Context: an optimization exercise on an open-source flow, tuned for small area, a short achievable clock period and few clock cycles per item. The choices shown serve that exercise and are no tape-out recipe.
Function was checked by simulation only, so behaviour that the tests miss may differ from the original.
Power and IR drop assume default switching activity.

==> design/flow/design.v <==
module cfu #(
    parameter BUF_BYTES = 64
) (
    input  wire        clk,
    input  wire        rst,           
    input  wire [7:0]  reg_addr,
    input  wire [31:0] reg_wdata,
    input  wire        reg_we,
    output reg  [31:0] reg_rdata,
    input  wire        in_valid,
    input  wire [7:0]  in_data,
    input  wire        in_eos,
    output wire        in_ready,
    output wire        out_valid,
    output reg  [7:0]  out_data,
    input  wire        out_ready
);
    localparam [31:0] MAGIC = 32'h5A584300;   
    localparam [7:0]  VER   = 8'h10;
    localparam [3:0] PH_IDLE = 4'd0, PH_SBODY = 4'd1, PH_PBODY = 4'd2,
                     PH_PTRL = 4'd3, PH_DONE = 4'd4, PH_FAILED = 4'd15;
    localparam [3:0] E_MAGIC = 4'd1, E_VERSION = 4'd2, E_TRUNC = 4'd3,
                     E_MALFORMED = 4'd4, E_CKSUM = 4'd5, E_ALLOC = 4'd7,
                     E_PROTO = 4'd9;
    localparam [4:0] S_IDLE    = 5'd0,
                     S_LD      = 5'd1,    
                     S_ST      = 5'd2,    
                     S_CRC     = 5'd3,    
                     S_FABS    = 5'd4,    
                     S_W_MAGIC = 5'd5,
                     S_W_VER   = 5'd6,
                     S_W_FLAGS = 5'd7,
                     S_W_VBLK  = 5'd8,
                     S_W_TAG   = 5'd9,
                     S_W_VORIG = 5'd10,
                     S_W_VENC  = 5'd11,
                     S_W_CK    = 5'd12,
                     S_W_PAY   = 5'd13,
                     S_W_ETAG  = 5'd14,
                     S_W_TRL   = 5'd15,
                     S_R_MAGIC = 5'd16,
                     S_R_VER   = 5'd17,
                     S_R_FLAGS = 5'd18,
                     S_R_VAR   = 5'd19,
                     S_R_TAG   = 5'd20,
                     S_R_CK    = 5'd21,
                     S_R_TRL   = 5'd22,
                     S_R_PAY   = 5'd23;
    localparam [2:0] M_BLK = 3'd0, M_VFY = 3'd1, M_FBUF = 3'd2,
                     M_RECWR = 3'd3, M_RECRD = 3'd4;
    localparam [1:0] V_BLKSZ = 2'd0, V_ORIG = 2'd1, V_ENC = 2'd2;
    reg [3:0]  phase;
    reg [3:0]  err;
    reg [3:0]  ephase;
    reg        verify;
    reg [7:0]  flags;
    reg [7:0]  version;
    reg [31:0] blksz;
    reg [7:0]  rec_tag;
    reg [31:0] orig_len;
    reg [31:0] enc_len;
    reg [31:0] rec_ck;
    reg [31:0] xlen;
    reg [31:0] buf_len;
    reg [31:0] blk_digest;
    reg [31:0] frm_acc;
    reg [31:0] seq;
    reg [31:0] err_seq;
    reg [63:0] tot_orig;
    reg [63:0] in_cnt;
    reg [63:0] out_cnt;
    reg [7:0]  bufmem [0:BUF_BYTES-1];
    reg [4:0]  state;
    reg [2:0]  crc_mode;
    reg [31:0] cnt;       
    reg [31:0] crc;       
    reg [1:0]  vsel;      
    reg [2:0]  vidx;      
    reg [31:0] vacc;      
    reg [31:0] wacc;      
    wire busy = (state != S_IDLE);
    function [31:0] crc_step;
        input [31:0] acc;
        input [7:0]  b;
        integer k;
        reg [31:0] a;
        begin
            a = acc ^ {24'd0, b};
            for (k = 0; k < 8; k = k + 1)
                a = a[0] ? ((a >> 1) ^ 32'hEDB88320) : (a >> 1);
            crc_step = a;
        end
    endfunction
    function [2:0] vlen;
        input [31:0] v;
        begin
            if (v < 32'h80)            vlen = 3'd1;
            else if (v < 32'h4000)     vlen = 3'd2;
            else if (v < 32'h200000)   vlen = 3'd3;
            else if (v < 32'h10000000) vlen = 3'd4;
            else                       vlen = 3'd5;
        end
    endfunction
    function [7:0] vbyte;
        input [31:0] v;
        input [2:0]  k;
        reg [31:0] s;
        begin
            s = v >> (7 * k);
            vbyte = {(k + 3'd1 < vlen(v)), s[6:0]};
        end
    endfunction
    assign in_ready = (state == S_LD) || (state == S_FABS) ||
                      (state == S_R_MAGIC) || (state == S_R_VER) ||
                      (state == S_R_FLAGS) || (state == S_R_VAR) ||
                      (state == S_R_TAG) || (state == S_R_CK) ||
                      (state == S_R_TRL) ||
                      ((state == S_R_PAY) && (cnt != enc_len));
    wire in_take = in_ready && in_valid;
    wire in_exh  = in_ready && !in_valid && in_eos;
    assign out_valid = (state == S_ST) || (state == S_W_MAGIC) ||
                       (state == S_W_VER) || (state == S_W_FLAGS) ||
                       (state == S_W_VBLK) || (state == S_W_TAG) ||
                       (state == S_W_VORIG) || (state == S_W_VENC) ||
                       (state == S_W_CK) || (state == S_W_PAY) ||
                       (state == S_W_ETAG) || (state == S_W_TRL);
    wire out_fire = out_valid && out_ready;
    wire [7:0] buf_rd = bufmem[cnt[5:0]];
    always @(*) begin
        case (state)
            S_ST, S_W_PAY: out_data = buf_rd;
            S_W_MAGIC:     out_data = MAGIC[8*(3-cnt[1:0]) +: 8];
            S_W_VER:       out_data = version;
            S_W_FLAGS:     out_data = flags;
            S_W_VBLK:      out_data = vbyte(blksz, cnt[2:0]);
            S_W_TAG:       out_data = rec_tag;
            S_W_VORIG:     out_data = vbyte(orig_len, cnt[2:0]);
            S_W_VENC:      out_data = vbyte(enc_len, cnt[2:0]);
            S_W_CK, S_W_TRL: out_data = rec_ck[8*cnt[1:0] +: 8];
            S_W_ETAG:      out_data = rec_tag;
            default:       out_data = 8'h00;
        endcase
    end
    always @(*) begin
        case (reg_addr[7:2])
            6'h01: reg_rdata = {19'd0, busy, ephase, err, phase};
            6'h02: reg_rdata = {31'd0, verify};
            6'h03: reg_rdata = {24'd0, flags};
            6'h04: reg_rdata = {24'd0, version};
            6'h05: reg_rdata = blksz;
            6'h06: reg_rdata = {24'd0, rec_tag};
            6'h07: reg_rdata = orig_len;
            6'h08: reg_rdata = enc_len;
            6'h09: reg_rdata = rec_ck;
            6'h0A: reg_rdata = xlen;
            6'h0B: reg_rdata = buf_len;
            6'h0C: reg_rdata = blk_digest;
            6'h0D: reg_rdata = ~frm_acc;
            6'h0E: reg_rdata = seq;
            6'h0F: reg_rdata = err_seq;
            6'h10: reg_rdata = tot_orig[31:0];
            6'h11: reg_rdata = tot_orig[63:32];
            6'h12: reg_rdata = in_cnt[31:0];
            6'h13: reg_rdata = in_cnt[63:32];
            6'h14: reg_rdata = out_cnt[31:0];
            6'h15: reg_rdata = out_cnt[63:32];
            6'h16: reg_rdata = BUF_BYTES;
            default: reg_rdata = 32'd0;
        endcase
    end
    wire [7:0]  opc = reg_wdata[7:0];
    wire        tbit = reg_wdata[8];
    reg         known;
    always @(*) begin
        case (opc)
            8'h00, 8'h01, 8'h10, 8'h11, 8'h20, 8'h21, 8'h22, 8'h23, 8'h24,
            8'h30, 8'h31, 8'h32, 8'h38, 8'h39, 8'h3A: known = 1'b1;
            default: known = 1'b0;
        endcase
    end
    wire cmd_valid = known && (reg_wdata[31:9] == 23'd0) && (!tbit || opc == 8'h32);
    reg cmd_legal;
    always @(*) begin
        case (opc)
            8'h30, 8'h38: cmd_legal = (phase == PH_IDLE) || (phase == PH_DONE);
            8'h31, 8'h32: cmd_legal = (phase == PH_SBODY);
            8'h39:        cmd_legal = (phase == PH_PBODY);
            8'h3A:        cmd_legal = (phase == PH_PTRL);
            default:      cmd_legal = 1'b1;
        endcase
    end
    task do_fault;
        input [3:0] code;
        begin
            err     <= code;
            ephase  <= phase;
            err_seq <= seq;
            phase   <= PH_FAILED;
            state   <= S_IDLE;
        end
    endtask
    task do_reset;
        begin
            phase      <= PH_IDLE;
            err        <= 4'd0;
            ephase     <= 4'd0;
            verify     <= 1'b1;
            flags      <= 8'h00;
            version    <= VER;
            blksz      <= 32'd0;
            rec_tag    <= 8'h00;
            orig_len   <= 32'd0;
            enc_len    <= 32'd0;
            rec_ck     <= 32'd0;
            xlen       <= 32'd0;
            buf_len    <= 32'd0;
            blk_digest <= 32'd0;
            frm_acc    <= 32'hFFFFFFFF;
            seq        <= 32'd0;
            err_seq    <= 32'd0;
            tot_orig   <= 64'd0;
            in_cnt     <= 64'd0;
            out_cnt    <= 64'd0;
            state      <= S_IDLE;
            crc_mode   <= M_BLK;
            cnt        <= 32'd0;
            crc        <= 32'd0;
            vsel       <= V_BLKSZ;
            vidx       <= 3'd0;
            vacc       <= 32'd0;
            wacc       <= 32'd0;
        end
    endtask
    task start_crc;
        input [2:0]  mode;
        input [31:0] init;
        begin
            crc_mode <= mode;
            crc      <= init;
            cnt      <= 32'd0;
            state    <= S_CRC;
        end
    endtask
    task rec_done;
        begin
            seq      <= seq + 32'd1;
            tot_orig <= tot_orig + {32'd0, orig_len};
        end
    endtask
    reg [31:0] vnew;
    always @(*) vnew = vacc | ({25'd0, in_data[6:0]} << (7 * vidx));
    always @(posedge clk) begin
        if (rst) begin
            do_reset;
        end else if (state == S_IDLE) begin
            if (reg_we) begin
                if (phase == PH_FAILED) begin
                    if (reg_addr[7:2] == 6'h00 && reg_wdata == 32'h00000001)
                        do_reset;
                end else begin
                    case (reg_addr[7:2])
                        6'h00: begin
                            if (!cmd_valid || !cmd_legal)
                                do_fault(E_PROTO);
                            else begin
                                case (opc)
                                    8'h01: do_reset;
                                    8'h10: begin  
                                        if (xlen > BUF_BYTES)
                                            do_fault(E_ALLOC);
                                        else begin
                                            buf_len <= 32'd0;
                                            cnt     <= 32'd0;
                                            if (xlen != 32'd0)
                                                state <= S_LD;
                                        end
                                    end
                                    8'h11: begin  
                                        cnt <= 32'd0;
                                        if (buf_len != 32'd0)
                                            state <= S_ST;
                                    end
                                    8'h20: start_crc(M_BLK, 32'hFFFFFFFF);
                                    8'h21: start_crc(M_VFY, 32'hFFFFFFFF);
                                    8'h22: frm_acc <= 32'hFFFFFFFF;
                                    8'h23: begin  
                                        cnt <= 32'd0;
                                        if (xlen != 32'd0)
                                            state <= S_FABS;
                                    end
                                    8'h24: start_crc(M_FBUF, frm_acc);
                                    8'h30: begin  
                                        if (blksz == 32'd0)
                                            do_fault(E_PROTO);
                                        else begin
                                            in_cnt   <= 64'd0;
                                            out_cnt  <= 64'd0;
                                            seq      <= 32'd0;
                                            tot_orig <= 64'd0;
                                            frm_acc  <= 32'hFFFFFFFF;
                                            version  <= VER;
                                            cnt      <= 32'd0;
                                            state    <= S_W_MAGIC;
                                        end
                                    end
                                    8'h31: begin  
                                        if (orig_len > blksz)
                                            do_fault(E_PROTO);
                                        else if (rec_tag[0] && buf_len != orig_len)
                                            do_fault(E_PROTO);
                                        else begin
                                            enc_len <= buf_len;
                                            rec_tag <= {7'd0, rec_tag[0]};
                                            if (flags[0])
                                                start_crc(M_RECWR, 32'hFFFFFFFF);
                                            else begin
                                                cnt   <= 32'd0;
                                                state <= S_W_TAG;
                                            end
                                        end
                                    end
                                    8'h32: begin  
                                        if (tbit && !flags[0])
                                            do_fault(E_PROTO);
                                        else begin
                                            rec_tag <= tbit ? 8'h06 : 8'h02;
                                            if (tbit)
                                                rec_ck <= ~frm_acc;
                                            cnt   <= 32'd0;
                                            state <= S_W_ETAG;
                                        end
                                    end
                                    8'h38: begin  
                                        in_cnt   <= 64'd0;
                                        out_cnt  <= 64'd0;
                                        seq      <= 32'd0;
                                        tot_orig <= 64'd0;
                                        frm_acc  <= 32'hFFFFFFFF;
                                        cnt      <= 32'd0;
                                        state    <= S_R_MAGIC;
                                    end
                                    8'h39: begin  
                                        state <= S_R_TAG;
                                    end
                                    8'h3A: begin  
                                        if (verify && (~frm_acc != rec_ck))
                                            do_fault(E_CKSUM);
                                        else
                                            phase <= PH_DONE;
                                    end
                                    default: ;  
                                endcase
                            end
                        end
                        6'h02: verify <= reg_wdata[0];
                        6'h03: begin
                            if (phase == PH_IDLE || phase == PH_DONE)
                                flags <= {7'd0, reg_wdata[0]};
                            else
                                do_fault(E_PROTO);
                        end
                        6'h05: begin
                            if (phase == PH_IDLE || phase == PH_DONE)
                                blksz <= reg_wdata;
                            else
                                do_fault(E_PROTO);
                        end
                        6'h06: rec_tag  <= {7'd0, reg_wdata[0]};
                        6'h07: orig_len <= reg_wdata;
                        6'h09: rec_ck   <= reg_wdata;
                        6'h0A: xlen     <= reg_wdata;
                        default: ;
                    endcase
                end
            end
        end else begin
            if (in_take)
                in_cnt <= in_cnt + 64'd1;
            if (out_fire)
                out_cnt <= out_cnt + 64'd1;
            if (in_exh) begin
                do_fault(E_TRUNC);
            end else begin
                case (state)
                    S_LD: if (in_take) begin
                        bufmem[cnt[5:0]] <= in_data;
                        cnt <= cnt + 32'd1;
                        if (cnt + 32'd1 == xlen) begin
                            buf_len <= xlen;
                            state   <= S_IDLE;
                        end
                    end
                    S_ST: if (out_fire) begin
                        cnt <= cnt + 32'd1;
                        if (cnt + 32'd1 == buf_len)
                            state <= S_IDLE;
                    end
                    S_FABS: if (in_take) begin
                        frm_acc <= crc_step(frm_acc, in_data);
                        cnt <= cnt + 32'd1;
                        if (cnt + 32'd1 == xlen)
                            state <= S_IDLE;
                    end
                    S_CRC: begin
                        if (cnt == buf_len) begin
                            case (crc_mode)
                                M_BLK: begin
                                    blk_digest <= ~crc;
                                    state <= S_IDLE;
                                end
                                M_VFY: begin
                                    blk_digest <= ~crc;
                                    if (~crc != rec_ck)
                                        do_fault(E_CKSUM);
                                    else
                                        state <= S_IDLE;
                                end
                                M_FBUF: begin
                                    frm_acc <= crc;
                                    state <= S_IDLE;
                                end
                                M_RECWR: begin
                                    blk_digest <= ~crc;
                                    rec_ck     <= ~crc;
                                    cnt   <= 32'd0;
                                    state <= S_W_TAG;
                                end
                                default: begin  
                                    blk_digest <= ~crc;
                                    if (~crc != rec_ck)
                                        do_fault(E_CKSUM);
                                    else begin
                                        rec_done;
                                        state <= S_IDLE;
                                    end
                                end
                            endcase
                        end else begin
                            crc <= crc_step(crc, buf_rd);
                            cnt <= cnt + 32'd1;
                        end
                    end
                    S_W_MAGIC: if (out_fire) begin
                        cnt <= cnt + 32'd1;
                        if (cnt == 32'd3) state <= S_W_VER;
                    end
                    S_W_VER: if (out_fire) state <= S_W_FLAGS;
                    S_W_FLAGS: if (out_fire) begin
                        cnt   <= 32'd0;
                        state <= S_W_VBLK;
                    end
                    S_W_VBLK: if (out_fire) begin
                        cnt <= cnt + 32'd1;
                        if (cnt[2:0] + 3'd1 == vlen(blksz)) begin
                            phase <= PH_SBODY;
                            state <= S_IDLE;
                        end
                    end
                    S_W_TAG: if (out_fire) begin
                        cnt   <= 32'd0;
                        state <= S_W_VORIG;
                    end
                    S_W_VORIG: if (out_fire) begin
                        cnt <= cnt + 32'd1;
                        if (cnt[2:0] + 3'd1 == vlen(orig_len)) begin
                            cnt   <= 32'd0;
                            state <= S_W_VENC;
                        end
                    end
                    S_W_VENC: if (out_fire) begin
                        cnt <= cnt + 32'd1;
                        if (cnt[2:0] + 3'd1 == vlen(enc_len)) begin
                            cnt <= 32'd0;
                            if (flags[0])
                                state <= S_W_CK;
                            else if (buf_len != 32'd0)
                                state <= S_W_PAY;
                            else begin
                                rec_done;
                                state <= S_IDLE;
                            end
                        end
                    end
                    S_W_CK: if (out_fire) begin
                        cnt <= cnt + 32'd1;
                        if (cnt == 32'd3) begin
                            cnt <= 32'd0;
                            if (buf_len != 32'd0)
                                state <= S_W_PAY;
                            else begin
                                rec_done;
                                state <= S_IDLE;
                            end
                        end
                    end
                    S_W_PAY: if (out_fire) begin
                        cnt <= cnt + 32'd1;
                        if (cnt + 32'd1 == buf_len) begin
                            rec_done;
                            state <= S_IDLE;
                        end
                    end
                    S_W_ETAG: if (out_fire) begin
                        cnt <= 32'd0;
                        if (rec_tag[2])
                            state <= S_W_TRL;
                        else begin
                            phase <= PH_DONE;
                            state <= S_IDLE;
                        end
                    end
                    S_W_TRL: if (out_fire) begin
                        cnt <= cnt + 32'd1;
                        if (cnt == 32'd3) begin
                            phase <= PH_DONE;
                            state <= S_IDLE;
                        end
                    end
                    S_R_MAGIC: if (in_take) begin
                        if (in_data != MAGIC[8*(3-cnt[1:0]) +: 8])
                            do_fault(E_MAGIC);
                        else begin
                            cnt <= cnt + 32'd1;
                            if (cnt == 32'd3) state <= S_R_VER;
                        end
                    end
                    S_R_VER: if (in_take) begin
                        version <= in_data;
                        if (in_data != VER)
                            do_fault(E_VERSION);
                        else
                            state <= S_R_FLAGS;
                    end
                    S_R_FLAGS: if (in_take) begin
                        flags <= in_data;
                        if (in_data[7:1] != 7'd0)
                            do_fault(E_MALFORMED);
                        else begin
                            vsel  <= V_BLKSZ;
                            vidx  <= 3'd0;
                            vacc  <= 32'd0;
                            state <= S_R_VAR;
                        end
                    end
                    S_R_VAR: if (in_take) begin
                        if (vidx == 3'd4 && in_data[7:4] != 4'd0)
                            do_fault(E_MALFORMED);
                        else if (!in_data[7]) begin
                            if (vidx != 3'd0 && in_data == 8'h00)
                                do_fault(E_MALFORMED);
                            else begin
                                case (vsel)
                                    V_BLKSZ: begin
                                        blksz <= vnew;
                                        phase <= PH_PBODY;
                                        state <= S_IDLE;
                                    end
                                    V_ORIG: begin
                                        orig_len <= vnew;
                                        vsel <= V_ENC;
                                        vidx <= 3'd0;
                                        vacc <= 32'd0;
                                    end
                                    default: begin  
                                        enc_len <= vnew;
                                        if (rec_tag[0] && vnew != orig_len)
                                            do_fault(E_MALFORMED);
                                        else if (flags[0]) begin
                                            cnt   <= 32'd0;
                                            state <= S_R_CK;
                                        end else if (vnew > BUF_BYTES)
                                            do_fault(E_ALLOC);
                                        else begin
                                            buf_len <= 32'd0;
                                            cnt     <= 32'd0;
                                            state   <= S_R_PAY;
                                        end
                                    end
                                endcase
                            end
                        end else begin
                            vacc <= vnew;
                            vidx <= vidx + 3'd1;
                        end
                    end
                    S_R_TAG: if (in_take) begin
                        rec_tag <= in_data;
                        cnt     <= 32'd0;
                        if (in_data[7:3] != 5'd0)
                            do_fault(E_MALFORMED);
                        else if (in_data[1]) begin
                            if (in_data[0])
                                do_fault(E_MALFORMED);
                            else if (in_data[2]) begin
                                if (!flags[0])
                                    do_fault(E_MALFORMED);
                                else
                                    state <= S_R_TRL;
                            end else begin
                                phase <= PH_DONE;
                                state <= S_IDLE;
                            end
                        end else if (in_data[2])
                            do_fault(E_MALFORMED);
                        else begin
                            vsel  <= V_ORIG;
                            vidx  <= 3'd0;
                            vacc  <= 32'd0;
                            state <= S_R_VAR;
                        end
                    end
                    S_R_CK: if (in_take) begin
                        wacc <= {in_data, wacc[31:8]};
                        cnt  <= cnt + 32'd1;
                        if (cnt == 32'd3) begin
                            rec_ck <= {in_data, wacc[31:8]};
                            if (enc_len > BUF_BYTES)
                                do_fault(E_ALLOC);
                            else begin
                                buf_len <= 32'd0;
                                cnt     <= 32'd0;
                                state   <= S_R_PAY;
                            end
                        end
                    end
                    S_R_TRL: if (in_take) begin
                        wacc <= {in_data, wacc[31:8]};
                        cnt  <= cnt + 32'd1;
                        if (cnt == 32'd3) begin
                            rec_ck <= {in_data, wacc[31:8]};
                            phase  <= PH_PTRL;
                            state  <= S_IDLE;
                        end
                    end
                    S_R_PAY: begin
                        if (cnt == enc_len) begin
                            buf_len <= enc_len;
                            if (flags[0] && verify)
                                start_crc(M_RECRD, 32'hFFFFFFFF);
                            else begin
                                rec_done;
                                state <= S_IDLE;
                            end
                        end else if (in_take) begin
                            bufmem[cnt[5:0]] <= in_data;
                            cnt <= cnt + 32'd1;
                        end
                    end
                    default: state <= S_IDLE;
                endcase
            end
        end
    end
endmodule
==> design/flow/run.sh <==
#!/bin/bash
# synth_recipe.tcl (not shown) runs the flow's synth.tcl, then flattens the netlist and writes it again
# the make line also repeats each setting of config.mk as NAME=value (left out here)
make -C /OpenROAD-flow-scripts/flow DESIGN_CONFIG=/design/flow/config.mk WORK_HOME=/design/flow/orfs CLKGATE_MAP_FILE= SYNTH_SCRIPT=/design/flow/synth_recipe.tcl finish
==> design/flow/config.mk <==
export PLATFORM = sky130hd
export DESIGN_NAME = cfu
export DESIGN_NICKNAME = cfu
export VERILOG_FILES = /design/flow/design.v
export SDC_FILE = /design/flow/constraint.sdc
export NUM_CORES = 4
export LEC_CHECK = 0
export CAP_MARGIN = 20
export CORE_MARGIN = 2
export CORE_UTILIZATION = 40
export SLEW_MARGIN = 20
==> design/flow/constraint.sdc <==
create_clock -name core_clock -period 10.0 [get_ports {clk}]
set_input_delay 2.0000 -clock core_clock [delete_from_list [all_inputs] [get_ports {clk}]]
set_output_delay 2.0000 -clock core_clock [all_outputs]
set_load 0.01 [all_outputs]
==> results.txt <==
* Total core area at ~170000 sq um
* Nets at 6855
* Yosys warning total at 1
* Largest delay share family, worst path: simple AND/OR/NAND/NOR gates
* Post-route minimum period at ~8000 ps
* Worst r2r src: cnt[0]
* Iteration-0 DRC Markers at approximately 10000
* Gate power share at between 30% and 40%
* Initial DRT Pass Iterations at 9
* Switching pwr at slightly below 8 mW
* Syn Inst Count at 6937
* Crit Path Category: in -> out
* Max_cap viols at 0
* Vias at 60920
* ANT nets after route at 0
* Clock share of power at 28.8%
* Worst slew pin tran at ~1300 ps
* WP buf/inv at 3
* Hold depth at 2
* Hold endpoint: vacc[12]
* Most common cell after layout, fill and taps aside: dfxtp_1
* WL/cell at 35.34 um
* CP cell instances: clkdlybuf4s50_1 > nand2b_1 > nor3_1 > and3_1 > buf_4 > a22o_1 > a221oi_1 > and3_1 > nand4_1 > clkdlybuf4s50_1
* Critical path's slowest cell: and3_1
* Fmax at approximately 130 MHz
* # setup viols final at 0
* DIE HEIGHT at a little over 400 um
* Area Overhead vs Synth at 10.84%
* Clock Pin Slew Worst Setup and Hold Paths at 60 ps
* Lkg Pwr at approximately 24 nW
* Post-synth EDFFs at 512
* R2R setup slack at 2850 ps
* Crit path arrival time at about 5800 ps
* Relative slew slack at around an eighth
* DRC Markers at 0
* Cells on worst reg2reg path at 13
* Post-CTS Setup Bufs at 0
* Total Wirelength at 319000 um
* # clock sinks at 1200
* Number of gates resized after CTS at 0
* Share of the synthesized area in the top cell type at between 20% and 30%
* Sequential group share of total power at 35.9%
* Switching part of the total at 42.80%
* Yosys cell types at between 100 and 150
* # hold bufs at CTS at 0
* RSZ-0062 raised after global routing: no
* Clk buf depth at 3
* Initial Util at approximately two fifths
* Largest net degree at the start of global routing at 85
* Required @ worst endpoint at ~8000 ps
* Area leader, netlist: edfxtp_1
* Core Rows at 149
* Status: timing/DRC/antenna clean
* Clock Skew at approximately 58 ps
* Largest cells by area after synthesis: edfxtp_1 (23%), dfxtp_1 (21%), mux4_2 (4.8%)
* Most frequent cells in the layout: dfxtp_1 (683), nor2_1 (634), nand2_1 (543), edfxtp_1 (512), a21oi_1 (483)
* FF-to-FF End: tot_orig[10]
* Crit-path max FO at 18
* Worst Setup End Kind: output pin
* Final TNS setup at 0 ps
* Cell-internal power at roughly 10 mW
* Worst Hold Class: reg -> reg
* Maximum VDD drop at between 0.15 and 0.2 mV
* Tot GR Track Use at a little over a third
* Vias per inst at 6.750
* Asr flop ratio synth at 0%
* GP Congestion at approximately 1.0
* PortBufs at a little over 90
* Number of I/O pins at between 90 and 100
* Pins over their slew limit at 0
* Pwr Total at between 15 and 20 mW
* Die width at between 400 and 500 um
* Syn avg cell area at ~9.6 sq um
* CTS Buf Count at ~140
* CTS tree: built
* Root Driver: clkbuf_16
* Startpoint Class: input pin
* Final Hold Viols at 0
* Main synth FF type: dfxtp_1
* Hpwl dp at about 230000 um
* Number of global-route vias before repair at around 55000
* Share of layout cells above drive strength 1 at between 10% and 20%
* Initial antenna violation count at 42
* Power Dens Cells at 243.8 nW/um^2
* Final Cycle Share at about 78%
* Syn nets at ~7100
* Register area share after synthesis at a little over two fifths
* Gr ovfl total at 0
* Synthesized area at roughly 67000 sq um
* Worst-Skew Late Latency at between 800 and 900 ps
* Die area at 170100 sq um
* H-tree level count at 4
* Largest stage delay on the critical path at 860 ps
* Global-route wire length before repair at ~440000 um
* Min-delay src: vacc[12]
* Seq cells post-synth at 1200
## routing by layer
layer / track usage [%] / part of all wire [%]
met1: 49.94 / 40
met2: 50.81 / 41
met3: 11.87 / 13
met4: 19.28 / 6.3
met5: 0 / 0.072
## worst max-delay path by stage
stage                       startpoint            end  slack (ps)  cells after the start
after floorplan            reg_addr[4]  reg_rdata[20]        3860                      8
after global placement    reg_wdata[2]       register        2110                     12
after detailed placement  reg_wdata[2]        cnt[16]        1940                     12
after CTS                     state[0]    out_data[1]        2250                     11
after global routing          state[0]    out_data[0]        2180                     12
final                      reg_addr[2]   reg_rdata[3]        2210                     10
## logic make-up (layout without fill, tap and decap cells)
logic type,after synthesis,after routing,share of synthesized area [%]
AOI/OAI and AO/OA,1821,1821,19.07
xor gates and xnor gates,515,515,7.058
adders and majority gates,83,83,1.563
buffers and inverters,728,621,4.610
DFF,1200,1200,43.67
muxes,286,286,6.932
other,0,7,0
and+or+nand+nor,2304,2304,17.10
## per-stage QoR
step	hold WS, ps	area (sq um)	cells	utilization (%)	setup slack [ps]
detailed placement	447.0	69360	8768	41.94	1936
floorplan	431.3	66750	6937	-	3858
global route	472.6	73970	9020	44.73	2182
finish	456.1	73980	9026	44.74	2210
CTS	455.3	73940	9018	44.72	2245
global placement	438.6	69350	8767	41.94	2109
## flip-flops by register name (all words and copies together) (netlist names), 24 cells and up, named ones only
signal	flops
blk_digest	32
blksz	32
buf_len	32
bufmem	512
cnt	32
crc	32
enc_len	32
err_seq	32
frm_acc	32
in_cnt	64
orig_len	32
out_cnt	64
rec_ck	32
seq	32
tot_orig	64
vacc	32
wacc	24
xlen	32
## worst reg2reg max path, cell delays in order, from the launching register on
cell,delay [ps]
dfxtp_2,310
buf_4,630
ha_1,850
and3_1,500
nand2_1,400
or4_4,670
nor2b_1,160
or4_1,500
nor4_1,840
a21bo_2,420
nand2_2,530
buf_4,490
or4b_1,570
a21oi_1,160
## cells in the mapped netlist (38+ instances only)
library cell,number
dfxtp_1,688
nor2_1,655
nand2_1,547
edfxtp_1,512
a21oi_1,485
clkbuf_1,472
xnor2_1,298
o21ai_0,226
xor2_1,203
nor3_1,199
a22oi_1,185
nand3_1,166
a211oi_1,162
a221oi_1,150
mux2i_1,145
mux4_2,141
nand4_1,125
nor4_1,122
inv_1,100
a22o_1,93
ha_1,81
a31oi_1,75
and3_1,72
o31ai_1,71
buf_2,69
or3_1,69
or4_1,61
nor2b_1,59
o211ai_1,47
and2_1,41
nand2b_1,38
## power by group through the flow
stage / clock network, mW / registers (mW) / logic [mW]
after global placement: 0 / 6.47 / 5.99
after detailed placement: 0 / 6.47 / 6.02
final: 5.20 / 6.48 / 6.36
after floorplan: 0 / 5.73 / 4.10
after CTS: 5.22 / 6.36 / 6.05
after global routing: 5.41 / 6.40 / 6.68
## cell type report
class	count	area, sq um
fill	15700	91380
multi-input combinational	5009	34810
sequential	1200	29160
clock buffer	189	3794
tap	2189	2739
timing repair buffer	267	2273
clock inverter	61	792.0
inverter	104	392.9
antenna	7	17.52
Testbench counts, summed over its fixed seeds: cycles 88,306, items 546.

-- separate check: timing with driven ports --
How much do the figures lean on ideal ports? The routed layout below was timed once more, with nothing changed but the port constraints.
Step 1 sets driving cells, clkbuf_16 on the clock port and buf_2 on the other inputs (assumed; they add their load-dependent delay and slew).
Step 2 also shifts input and output timing later by t, the mid clock arrival at the registers, as if the neighbouring blocks saw the same clock.
Slacks: ideal / step 1 / step 2; pairs: ideal / step 1.
shift t [ns]: 0.892
setup slack, ns: 2.210 / 2.146 / 1.526
worst setup path at the end: input to register
pins driven straight from the clock port: 1
After both steps this run still meets setup and hold. The setup slack of this run moves by -0.064 ns with the drivers and by -0.684 ns with both steps.
